From an optimization exercise on the open Yosys and OpenROAD flow, aimed at small area; shortcuts taken in it are not production practice. Power is estimated from default activity; no workload was simulated.

job 7519:
// rfm70_dispatch
module rfm70_dispatch (
    input  wire        clk,
    input  wire        rst,
    input  wire [19:0] settle_cycles,
    input  wire        req_valid,
    output wire        req_ready,
    input  wire [3:0]  req_op,
    input  wire [7:0]  req_arg,
    input  wire [5:0]  req_len,
    output wire        rsp_valid,
    output wire [1:0]  rsp_err,
    output wire        rsp_has_status,
    output wire [7:0]  rsp_status,
    input  wire        buf_we,
    input  wire [4:0]  buf_addr,
    input  wire [7:0]  buf_wdata,
    output wire [7:0]  buf_rdata,
    output wire        spi_cs_n,
    output wire        spi_sck,
    output wire        spi_mosi,
    input  wire        spi_miso,
    input  wire        spi_fault,
    output reg         ce
);
Size: roughly 1100 cells after synthesis, ~320 flip-flops, roughly 14000 um2 of cells after synthesis.
Settings: LEC_CHECK=0, ABC_AREA=1, CAP_MARGIN=20, CORE_MARGIN=2, CORE_UTILIZATION=40, SLEW_MARGIN=20; clock period 10.0 ns.
standard.sh (not shown) runs the stock make flow with config.mk's settings and CLKGATE_MAP_FILE= SYNTH_SCRIPT=/design/flow/synth_recipe.tcl, a recipe that flattens the netlist after the stock synthesis.
==> flow/flow/run.sh <==
#!/bin/bash
# Own layout flow: the standard layout (standard.sh, ORFS) with
#  - an area-oriented ABC script for the combinational mapping: each
#    script in flow/abc/ is tried on the standard synthesis and the one
#    giving the smallest netlist is kept (the registers are mapped by the
#    same dfflibmap step before ABC runs, so they keep the standard
#    synthesis's names and cell types whatever the script),
#  - the smallest buffer on each port,
#  - a clock tree of a few large clock buffers without dummy loads.
# Each tool run's output goes to a log file of its own in this folder.
set -euo pipefail
W=$(pwd)
rm -rf "$W/scripts_own"
cp -r "$FLOW_HOME/scripts" "$W/scripts_own"

best=""; best_area=""
for f in "$W"/flow/abc/*.script; do
  s=$(basename "$f" .script)
  cp "$f" "$W/scripts_own/abc_area.script"
  rm -rf "$W/orfs"
  if bash standard.sh SCRIPTS_DIR="$W/scripts_own" synth > "$W/synth_try_$s.log" 2>&1; then
    a=$(grep -o "Chip area for module '.rfm70_dispatch': [0-9.]*" \
          "$W"/orfs/reports/*/rfm70_dispatch/base/synth_stat.txt | awk '{print $NF}')
    echo "abc script $s: area $a" >> "$W/synth_tries.log"
    if [[ -n "$a" ]] && { [[ -z "$best_area" ]] || awk -v a="$a" -v b="$best_area" 'BEGIN{exit !(a<b)}'; }; then
      best=$s; best_area=$a
    fi
  else
    echo "abc script $s: failed" >> "$W/synth_tries.log"
  fi
done
echo "chosen: $best ($best_area)" >> "$W/synth_tries.log"
cp "$W/flow/abc/$best.script" "$W/scripts_own/abc_area.script"
rm -rf "$W/orfs"

CTS="-sink_clustering_enable -repair_clock_nets -dont_use_dummy_load"
CTS="$CTS -buf_list sky130_fd_sc_hd__clkbuf_16 -sink_clustering_size 30 -sink_clustering_max_diameter 100"
bash standard.sh \
  SCRIPTS_DIR="$W/scripts_own" \
  BUFFER_PORTS_ARGS="-buffer_cell sky130_fd_sc_hd__buf_1" \
  CTS_ARGS="$CTS" \
  finish > "$W/flow_make.log" 2>&1
==> flow/flow/abc/b3.script <==
strash
dch -f
map -a
strash
dch -f
map -a
strash
dch -f
map -a
topo
==> flow/flow/abc/c1.script <==
strash
dch -f
map -a
strash
dch -f
map -a
strash
dch -f
map -a
strash
dch -f
map -a
strash
dch -f
map -a
topo
==> flow/flow/abc/c4.script <==
strash
dch -f
map -a
strash
dch -f
map -a
strash
dch -f
map -a
strash
dch -f
amap
topo
==> flow/flow/abc/c5.script <==
strash
ifraig
scorr
dc2
strash
dch -f
map -a
strash
dch -f
map -a
strash
dch -f
map -a
topo
==> flow/flow/abc/d3.script <==
strash
dch -f
map -a
strash
dch -f
map -a
strash
dch -f
map -a
strash
dch -f
map -a
strash
dch -f
map -a
strash
dch -f
map -a
strash
dch -f
amap
topo
Job 7519 | status: complete | timing, DRC, antenna: pass
Input-level comparison between job 5138 and job 7519:
# job 7519
export LEC_CHECK = 0
export ABC_AREA = 1
export CAP_MARGIN = 20
export CORE_MARGIN = 2
export CORE_UTILIZATION = 40
export SLEW_MARGIN = 20
create_clock -name core_clock -period 10.0 [get_ports {clk}]
# job 5138
export LEC_CHECK = 0
export ABC_AREA = 1
export CAP_MARGIN = 20
export CORE_MARGIN = 2
export CORE_UTILIZATION = 40
export CTS_BUF_LIST = sky130_fd_sc_hd__clkbuf_8
export CTS_CLUSTER_SIZE = 30
export SLEW_MARGIN = 20
create_clock -name core_clock -period 10.0 [get_ports {clk}]
==> flow/run.sh (new file) <==
#!/bin/bash
# synth_recipe.tcl (not shown) runs the flow's synth.tcl, then flattens the netlist and writes it again
# the make line also repeats each setting of config.mk as NAME=value (left out here)
make -C /OpenROAD-flow-scripts/flow DESIGN_CONFIG=/design/flow/config.mk WORK_HOME=/design/flow/orfs CLKGATE_MAP_FILE= SYNTH_SCRIPT=/design/flow/synth_recipe.tcl finish
removed: flow/flow/run.sh
removed: flow/flow/abc/b3.script
removed: flow/flow/abc/c1.script
removed: flow/flow/abc/c4.script
removed: flow/flow/abc/c5.script
removed: flow/flow/abc/d3.script
removed: flow/standard.sh
Results
Every run in the comparison, job 7519 and job 5138, completed the flow with a clean layout. Going from job 7519 to job 5138, total half-perimeter wirelength after legalization and detailed placement grows by about 10%. On combinational power, the lower figure sits with job 7519, not job 5138. Job 5138 vs job 7519, path type of the worst setup path: input port to primary output vs register to primary output. Cmp job 5138 vs job 7519: minimum clock period after layout lower in job 5138. Most common cell after layout, fill and taps aside = sky130_fd_sc_hd__nand2_1: job 5138; most common cell after layout, fill and taps aside = sky130_fd_sc_hd__edfxtp_1: job 7519. The cell area after layout of job 5138 was inferior to that of job 7519.
Input changes introduced in job 4835 (baseline for comparison: job 5138):
# job 5138
export LEC_CHECK = 0
export ABC_AREA = 1
export CAP_MARGIN = 20
export CORE_MARGIN = 2
export CORE_UTILIZATION = 40
export CTS_BUF_LIST = sky130_fd_sc_hd__clkbuf_8
export CTS_CLUSTER_SIZE = 30
export SLEW_MARGIN = 20
create_clock -name core_clock -period 10.0 [get_ports {clk}]
# job 4835
export LEC_CHECK = 0
export ABC_AREA = 1
export CAP_MARGIN = 20
export CORE_MARGIN = 2
export CORE_UTILIZATION = 40
export SLEW_MARGIN = 20
create_clock -name core_clock -period 10.0 [get_ports {clk}]
==> flow/flow/run.sh (new file) <==
#!/bin/bash
# Own layout flow: the standard layout (standard.sh, ORFS), with
#  - an area-oriented ABC script for the combinational mapping (the
#    registers are mapped by the same dfflibmap step as the standard
#    synthesis, so they keep their names and cell types),
#  - the smallest buffer on each port,
#  - a clock tree of small clock buffers without dummy loads.
# Every tool's output goes to a log file of its own in this folder.
set -euo pipefail
W=$(pwd)
rm -rf "$W/scripts_own"
cp -r "$FLOW_HOME/scripts" "$W/scripts_own"
cp "$W/flow/abc_area.script" "$W/scripts_own/abc_area.script"
CTS="-sink_clustering_enable -repair_clock_nets -dont_use_dummy_load -buf_list sky130_fd_sc_hd__clkbuf_4 -root_buf sky130_fd_sc_hd__clkbuf_16 -sink_clustering_size 20"
bash standard.sh \
  SCRIPTS_DIR="$W/scripts_own" \
  BUFFER_PORTS_ARGS="-buffer_cell sky130_fd_sc_hd__buf_1" \
  CTS_ARGS="$CTS" \
  finish > "$W/flow_make.log" 2>&1
==> flow/flow/abc_area.script (new file) <==
strash
dch -f
map -a
strash
dch -f
map -a
strash
dch -f
map -a
topo
==> flow/standard.sh (new file) <==
#!/bin/bash
# synth_recipe.tcl (not shown) runs the flow's synth.tcl, then flattens the netlist and writes it again
# the make line also repeats each setting of config.mk as NAME=value (left out here)
make -C /OpenROAD-flow-scripts/flow DESIGN_CONFIG=/design/flow/config.mk WORK_HOME=/design/flow/orfs CLKGATE_MAP_FILE= SYNTH_SCRIPT=/design/flow/synth_recipe.tcl "${@:-finish}"
removed: flow/run.sh
==> comparison <==
Fraction of standard cell area in multi-input logic in job 4835 is 2.7 points lower than in job 5138. Taking job 5138 as the reference, in job 4835 wire length fell 950 um; cell area after layout now smaller. Job 4835 vs job 5138: global placer's final weighted congestion up in job 4835. The met1 track demand over resource in job 4835 sits 1.9 points below the value recorded for job 5138. Job 4835: number of non-clock inverters is 3 higher than what job 5138 reported. On die area: between job 5138 and job 4835, it ends up higher for job 5138. Diff job 5138 -> job 4835: maximum level of the CTS H-tree +1; total design power dropped 13%.
No functional check of the RTL was part of any run of this note.


rfm70_dispatch again, from the RTL that the note above started with.
==> flow/config.mk <==
export PLATFORM = sky130hd
export DESIGN_NAME = rfm70_dispatch
export DESIGN_NICKNAME = rfm70_dispatch
export VERILOG_FILES = /design/flow/design.v
export SDC_FILE = /design/flow/constraint.sdc
export NUM_CORES = 4
export LEC_CHECK = 0
export ABC_AREA = 1
export CAP_MARGIN = 20
export CORE_MARGIN = 2
export CORE_UTILIZATION = 40
export CTS_BUF_LIST = sky130_fd_sc_hd__clkbuf_4
export SLEW_MARGIN = 20
==> flow/constraint.sdc <==
create_clock -name core_clock -period 10.0 [get_ports {clk}]
set_input_delay 2.0000 -clock core_clock [delete_from_list [all_inputs] [get_ports {clk}]]
set_output_delay 2.0000 -clock core_clock [all_outputs]
set_load 0.01 [all_outputs]
run.sh (not shown) runs the stock make flow with config.mk's settings and CLKGATE_MAP_FILE= SYNTH_SCRIPT=/design/flow/synth_recipe.tcl, a recipe that flattens the netlist after the stock synthesis.
Stock flow here: none of the scripts above is used.
The starting point produced a clean layout.
Edit:
==> flow/flow/run.sh (new file) <==
#!/bin/bash
# Own layout flow: the standard layout (standard.sh, ORFS), with
#  - an area-oriented ABC script for the combinational mapping (the
#    registers are mapped by the same dfflibmap step as the standard
#    synthesis, so they keep their names and cell types),
#  - the smallest buffer on each port,
#  - a clock tree of small clock buffers without dummy loads.
# Every tool's output goes to a log file of its own in this folder.
set -euo pipefail
W=$(pwd)
rm -rf "$W/scripts_own"
cp -r "$FLOW_HOME/scripts" "$W/scripts_own"
cp "$W/flow/abc_area.script" "$W/scripts_own/abc_area.script"
CTS="-sink_clustering_enable -repair_clock_nets -dont_use_dummy_load -buf_list sky130_fd_sc_hd__clkbuf_8 -sink_clustering_size 30"
bash standard.sh \
  SCRIPTS_DIR="$W/scripts_own" \
  BUFFER_PORTS_ARGS="-buffer_cell sky130_fd_sc_hd__buf_1" \
  CTS_ARGS="$CTS" \
  finish > "$W/flow_make.log" 2>&1
==> flow/flow/abc_area.script (new file) <==
strash
dch -f
map -a
strash
dch -f
map -a
strash
dch -f
map -a
topo
==> flow/standard.sh (new file) <==
#!/bin/bash
# synth_recipe.tcl (not shown) runs the flow's synth.tcl, then flattens the netlist and writes it again
# the make line also repeats each setting of config.mk as NAME=value (left out here)
make -C /OpenROAD-flow-scripts/flow DESIGN_CONFIG=/design/flow/config.mk WORK_HOME=/design/flow/orfs CLKGATE_MAP_FILE= SYNTH_SCRIPT=/design/flow/synth_recipe.tcl "${@:-finish}"
CTS_BUF_LIST = unset   (was sky130_fd_sc_hd__clkbuf_4)
removed: flow/run.sh
Result: Total power fell by 15%; routed wire length fell by 3.3%; non-clock buffer count rose by 7; area after synthesis fell by 7.7%; register-to-register slack got worse by 930 ps; sequential share of layout area rose by 5.9 points; utilization fell by 1.8 points; critical path depth does not change; maximum frequency rose by 3.0%.
Edit:
==> flow/flow/run.sh (replaced) <==
#!/bin/bash
# Own layout flow: the standard layout (standard.sh, ORFS) with
#  - an area-oriented ABC script for the combinational mapping: each
#    script in flow/abc/ is tried on the standard synthesis and the one
#    giving the smallest netlist is kept (the registers are mapped by the
#    same dfflibmap step before ABC runs, so they keep the standard
#    synthesis's names and cell types whatever the script),
#  - the smallest buffer on each port,
#  - a clock tree of a few large clock buffers without dummy loads.
# Each tool run's output goes to a log file of its own in this folder.
set -euo pipefail
W=$(pwd)
rm -rf "$W/scripts_own"
cp -r "$FLOW_HOME/scripts" "$W/scripts_own"

best=""; best_area=""
for f in "$W"/flow/abc/*.script; do
  s=$(basename "$f" .script)
  cp "$f" "$W/scripts_own/abc_area.script"
  rm -rf "$W/orfs"
  if bash standard.sh SCRIPTS_DIR="$W/scripts_own" synth > "$W/synth_try_$s.log" 2>&1; then
    a=$(grep -o "Chip area for module '.rfm70_dispatch': [0-9.]*" \
          "$W"/orfs/reports/*/rfm70_dispatch/base/synth_stat.txt | awk '{print $NF}')
    echo "abc script $s: area $a" >> "$W/synth_tries.log"
    if [[ -n "$a" ]] && { [[ -z "$best_area" ]] || awk -v a="$a" -v b="$best_area" 'BEGIN{exit !(a<b)}'; }; then
      best=$s; best_area=$a
    fi
  else
    echo "abc script $s: failed" >> "$W/synth_tries.log"
  fi
done
echo "chosen: $best ($best_area)" >> "$W/synth_tries.log"
cp "$W/flow/abc/$best.script" "$W/scripts_own/abc_area.script"
rm -rf "$W/orfs"

CTS="-sink_clustering_enable -repair_clock_nets -dont_use_dummy_load"
CTS="$CTS -buf_list sky130_fd_sc_hd__clkbuf_16 -sink_clustering_size 30 -sink_clustering_max_diameter 100"
bash standard.sh \
  SCRIPTS_DIR="$W/scripts_own" \
  BUFFER_PORTS_ARGS="-buffer_cell sky130_fd_sc_hd__buf_1" \
  CTS_ARGS="$CTS" \
  finish > "$W/flow_make.log" 2>&1
==> flow/flow/abc/b3.script (new file) <==
strash
dch -f
map -a
strash
dch -f
map -a
strash
dch -f
map -a
topo
==> flow/flow/abc/c1.script (new file) <==
strash
dch -f
map -a
strash
dch -f
map -a
strash
dch -f
map -a
strash
dch -f
map -a
strash
dch -f
map -a
topo
==> flow/flow/abc/c4.script (new file) <==
strash
dch -f
map -a
strash
dch -f
map -a
strash
dch -f
map -a
strash
dch -f
amap
topo
==> flow/flow/abc/c5.script (new file) <==
strash
ifraig
scorr
dc2
strash
dch -f
map -a
strash
dch -f
map -a
strash
dch -f
map -a
topo
==> flow/flow/abc/d3.script (new file) <==
strash
dch -f
map -a
strash
dch -f
map -a
strash
dch -f
map -a
strash
dch -f
map -a
strash
dch -f
map -a
strash
dch -f
map -a
strash
dch -f
amap
topo
CORE_UTILIZATION = 55   (was 40)
PLACE_DENSITY = 0.7   (was unset)
removed: flow/flow/abc_area.script
- The new run went through all stages and came out clean
- synthesized area drops by 1.3%
- first-iteration DRC count climbs by 41%
- core utilization climbs by 15 points
- critical path depth climbs by 3
- cell area drops by 5.1%
- via count drops by 4.5%
- combinational power climbs by about 6%
Function was not checked in any run of this note: the RTL went through the layout flow alone.

[what the ideal ports hide]
In the flow no input, the clock included, has a driving cell. The finished layouts below were timed again as built, in two steps.
Step 1 (the two cells are an assumption about what drives the block):
set clk [get_ports {clk}]
set_driving_cell -lib_cell sky130_fd_sc_hd__clkbuf_16 $clk
set_driving_cell -lib_cell sky130_fd_sc_hd__buf_2 [delete_from_list [all_inputs] $clk]
Step 2 also shifts input and output timing later by t, the mid clock arrival at the registers, as if the neighbouring blocks saw the same clock.
a / b / c = ideal / step 1 / step 2; a / b = the first two.
run	t (ns)	setup WS [ns]	worst hold slack (ns)	worst setup path after step 2	slew at the worst register clock pin (ns)
job 7519	0.530	2.486 / 2.435 / 2.713	0.437 / 0.437 / 0.437	input to output	0.11 / 0.11
job 5138	0.689	2.716 / 2.687 / 2.687	0.450 / 0.450 / 0.450	input to output	0.07 / 0.07
job 4835	0.578	2.916 / 2.891 / 2.891	0.452 / 0.452 / 0.452	input to output	0.07 / 0.07
the first run of note 2	0.787	2.724 / 2.695 / 2.695	0.439 / 0.439 / 0.439	input to output	0.08 / 0.08
the second run of note 2	0.619	2.933 / 2.908 / 2.908	0.432 / 0.432 / 0.432	input to output	0.06 / 0.06
the third run of note 2	0.541	2.928 / 2.876 / 3.004	0.460 / 0.460 / 0.460	input to output	0.11 / 0.11
After both steps setup and hold are still met in every run listed.
